Source: an optimization exercise on an open RTL-to-GDS flow (aim: small area). Production flows keep margins and buffers that such runs may drop.
In this exercise RTL edits were held to simulation tests only and were not proved equivalent to the original.
The flow treats the clock pin as an ideal source. Dropping or thinning the clock tree relies on that and would not hold on a real chip.
Power is estimated from default activity; no workload was simulated.

// pwm_softstart
module pwm_softstart (
    input  wire       clk,
    input  wire       rst,
    input  wire       ramp_n,
    input  wire       tc_n,
    input  wire       step_n,
    output wire       motor,
    output wire [4:0] led,
    output wire [1:0] mstate,
    output wire [1:0] pidx_o
);
    localparam [1:0] MS_OFF = 2'd0, MS_ON = 2'd1, MS_RAMP = 2'd2, MS_PENDQ = 2'd3;
    localparam [2:0] PH_DISPATCH    = 3'd2;
    localparam [2:0] PH_TC          = 3'd5;
    localparam [2:0] PH_TC_SETTLE   = 3'd3;
    localparam [2:0] PH_STEP        = 3'd1;
    localparam [2:0] PH_STEP_SETTLE = 3'd0;
    localparam [2:0] PH_POFF_SETTLE = 3'd7;
    localparam [2:0] PH_RAMP_ON     = 3'd4;
    localparam [2:0] PH_RAMP_OFF    = 3'd6;
    localparam [10:0] T_SETTLE = 11'd1048;    
    localparam [10:0] T_PERIOD = 11'd48;      
    localparam [10:0] T_END    = 11'h7FF;
    localparam [18:0] ACC_INIT = 19'd486655;
    reg [1:0]  ms;
    reg [1:0]  pidx;
    reg        tc_latched, step_latched, ramp_prev;
    reg [2:0]  ph;
    reg [10:0] timer;
    reg [18:0] acc;
    wire        ramping = (ph == PH_RAMP_ON) || (ph == PH_RAMP_OFF);
    wire [10:0] off_t   = acc[18:8];
    assign mstate = ms;
    assign pidx_o = pidx;
    assign motor  = ms[0] | (ph == PH_RAMP_ON);
    assign led    = ms[0] ? 5'b11111 :
                    ramping ? {off_t < 11'd384, off_t < 11'd768, off_t < 11'd1144,
                               off_t < 11'd1528, 1'b1} : 5'b00000;
    wire ramp_edge = ramp_prev & ~ramp_n;
    reg [1:0] ms1;
    always @(*) begin
        ms1 = ms;
        if (ramp_edge) begin
            if (ms == MS_OFF)     ms1 = MS_RAMP;
            else if (ms == MS_ON) ms1 = MS_PENDQ;
        end
    end
    reg [18:0] slope;
    always @(*) begin
        case (pidx)
            2'd0:    slope = 19'd1946;
            2'd1:    slope = 19'd3891;
            2'd2:    slope = 19'd9728;
            default: slope = 19'd19456;
        endcase
    end
    wire        timer_end  = (timer == T_END);
    wire        begin_ramp = (ph == PH_DISPATCH) && (ms1 == MS_RAMP);
    wire        next_per   = (ph == PH_RAMP_OFF) && timer_end;
  ...
export LEC_CHECK = 0
export CAP_MARGIN = 0
export CORE_AREA = 2.5 2.5 60.5 60.5
export DIE_AREA = 0 0 63 63
export PLACE_DENSITY = 0.85
export SLEW_MARGIN = 0
create_clock -name core_clock -period 10.0 [get_ports {clk}]
standard.sh (not shown) runs the stock make flow with config.mk's settings and CLKGATE_MAP_FILE= SYNTH_SCRIPT=/design/flow/synth_recipe.tcl, a recipe that flattens the netlist after the stock synthesis.
==> flow/flow/run.sh <==
#!/bin/bash
# Layout flow: the standard ORFS flow, with
#  - area-oriented technology mapping in synthesis: ABC runs flow/abc.script
#    (deepsyn then area-recovering mapping) once per seed in ABC_SEEDS and
#    the smallest mapping is kept (flow/abc_multi.tcl); no adder-cell
#    mapping and no Kogge-Stone carry lookahead. Registers come out as in
#    the standard synthesis: only the combinational mapping differs.
#  - plain buf_1 cells as the port buffers,
#  - two clock buffers driven by the clock port, each at the centre of a
#    cluster of flip-flops, instead of TritonCTS's H-tree (flow/cts_hook.tcl,
#    buffer count and cell in flow/clk_buf).
# make's full output goes to make_flow.log; ORFS's per-step logs to orfs/logs.
set -euo pipefail
W=$(pwd)
F=$W/flow
# synth.tcl with its abc call replaced by flow/abc_multi.tcl
sed -e "s#log_cmd abc {\*}\$abc_args#source $F/abc_multi.tcl#" \
    "$FLOW_HOME/scripts/synth.tcl" > "$W/own_synth.tcl"
grep -q "source $F/abc_multi.tcl" "$W/own_synth.tcl"
sed -e "s#source \$::env(SCRIPTS_DIR)/synth.tcl#source $W/own_synth.tcl#" \
    "$W/synth_recipe.tcl" > "$W/own_synth_recipe.tcl"
grep -q "source $W/own_synth.tcl" "$W/own_synth_recipe.tcl"
export OWN_FLOW_DIR="$F" OWN_WORK_DIR="$W" ABC_SEEDS="1 2 3 4 5 6 7 8"
export CLK_BUF_FILE="$F/clk_buf"
bash "$W/standard.sh" \
    "SYNTH_SCRIPT=$W/own_synth_recipe.tcl" \
    "ADDER_MAP_FILE=" \
    "SYNTH_OPERATIONS_ARGS=-noshare" \
    "BUFFER_PORTS_ARGS=-buffer_cell sky130_fd_sc_hd__buf_1" \
    "PRE_CTS_TCL=$F/cts_hook.tcl" \
    finish > "$W/make_flow.log" 2>&1
test -f "$W/out/final.def"
Other scripts of this flow, unchanged in this note and not shown: flow/flow/abc.script, flow/flow/abc_multi.tcl, flow/flow/clk_buf, flow/flow/cts_hook.tcl
The first run completed with no timing, DRC or antenna violations.
Change:
--- a/flow/flow/run.sh
+++ b/flow/flow/run.sh
@@ -22,3 +22,3 @@
 grep -q "source $W/own_synth.tcl" "$W/own_synth_recipe.tcl"
-export OWN_FLOW_DIR="$F" OWN_WORK_DIR="$W" ABC_SEEDS="1 2 3 4 5 6 7 8"
+export OWN_FLOW_DIR="$F" OWN_WORK_DIR="$W" ABC_SEEDS="1 2 3 4 5 6 7 8 9 10 11 12 13 14 15 16"
 export CLK_BUF_FILE="$F/clk_buf"
The changed run ran to the end with no violations.
Worst setup slack stays the same.
Die area stays the same.
Power stays the same.
Cell count does not change.
Register-to-register slack is about the same.
No run of this note takes its clock network from TritonCTS; it comes from the design's own scripts or RTL.

==> static timing again, ports no longer ideal <==
No port has a modelled driver above. Below, the same layouts with a new extraction and two added sets of constraints. Step 1 sets driving cells, clkbuf_16 on the clock port and buf_2 on the other inputs (assumed; they add their load-dependent delay and slew). Step 2, shift: input delay + t, output delay - t, t = (earliest + latest rising clock arrival at the registers) / 2. This alone moves slack from input paths to output paths. Three values: ideal, step 1, step 2; two values: the first two.
run | t (ns) | setup slack, ns | latest minus earliest clock arrival (ns) | worst slew at a driven data input, ns
the first run | 0.206 | 2.490 / 2.505 / 2.299 | 0.005 / 0.005 | 0.03
the second run | 0.206 | 2.490 / 2.505 / 2.299 | 0.005 / 0.005 | 0.03
After both steps every run listed still meets setup and hold.
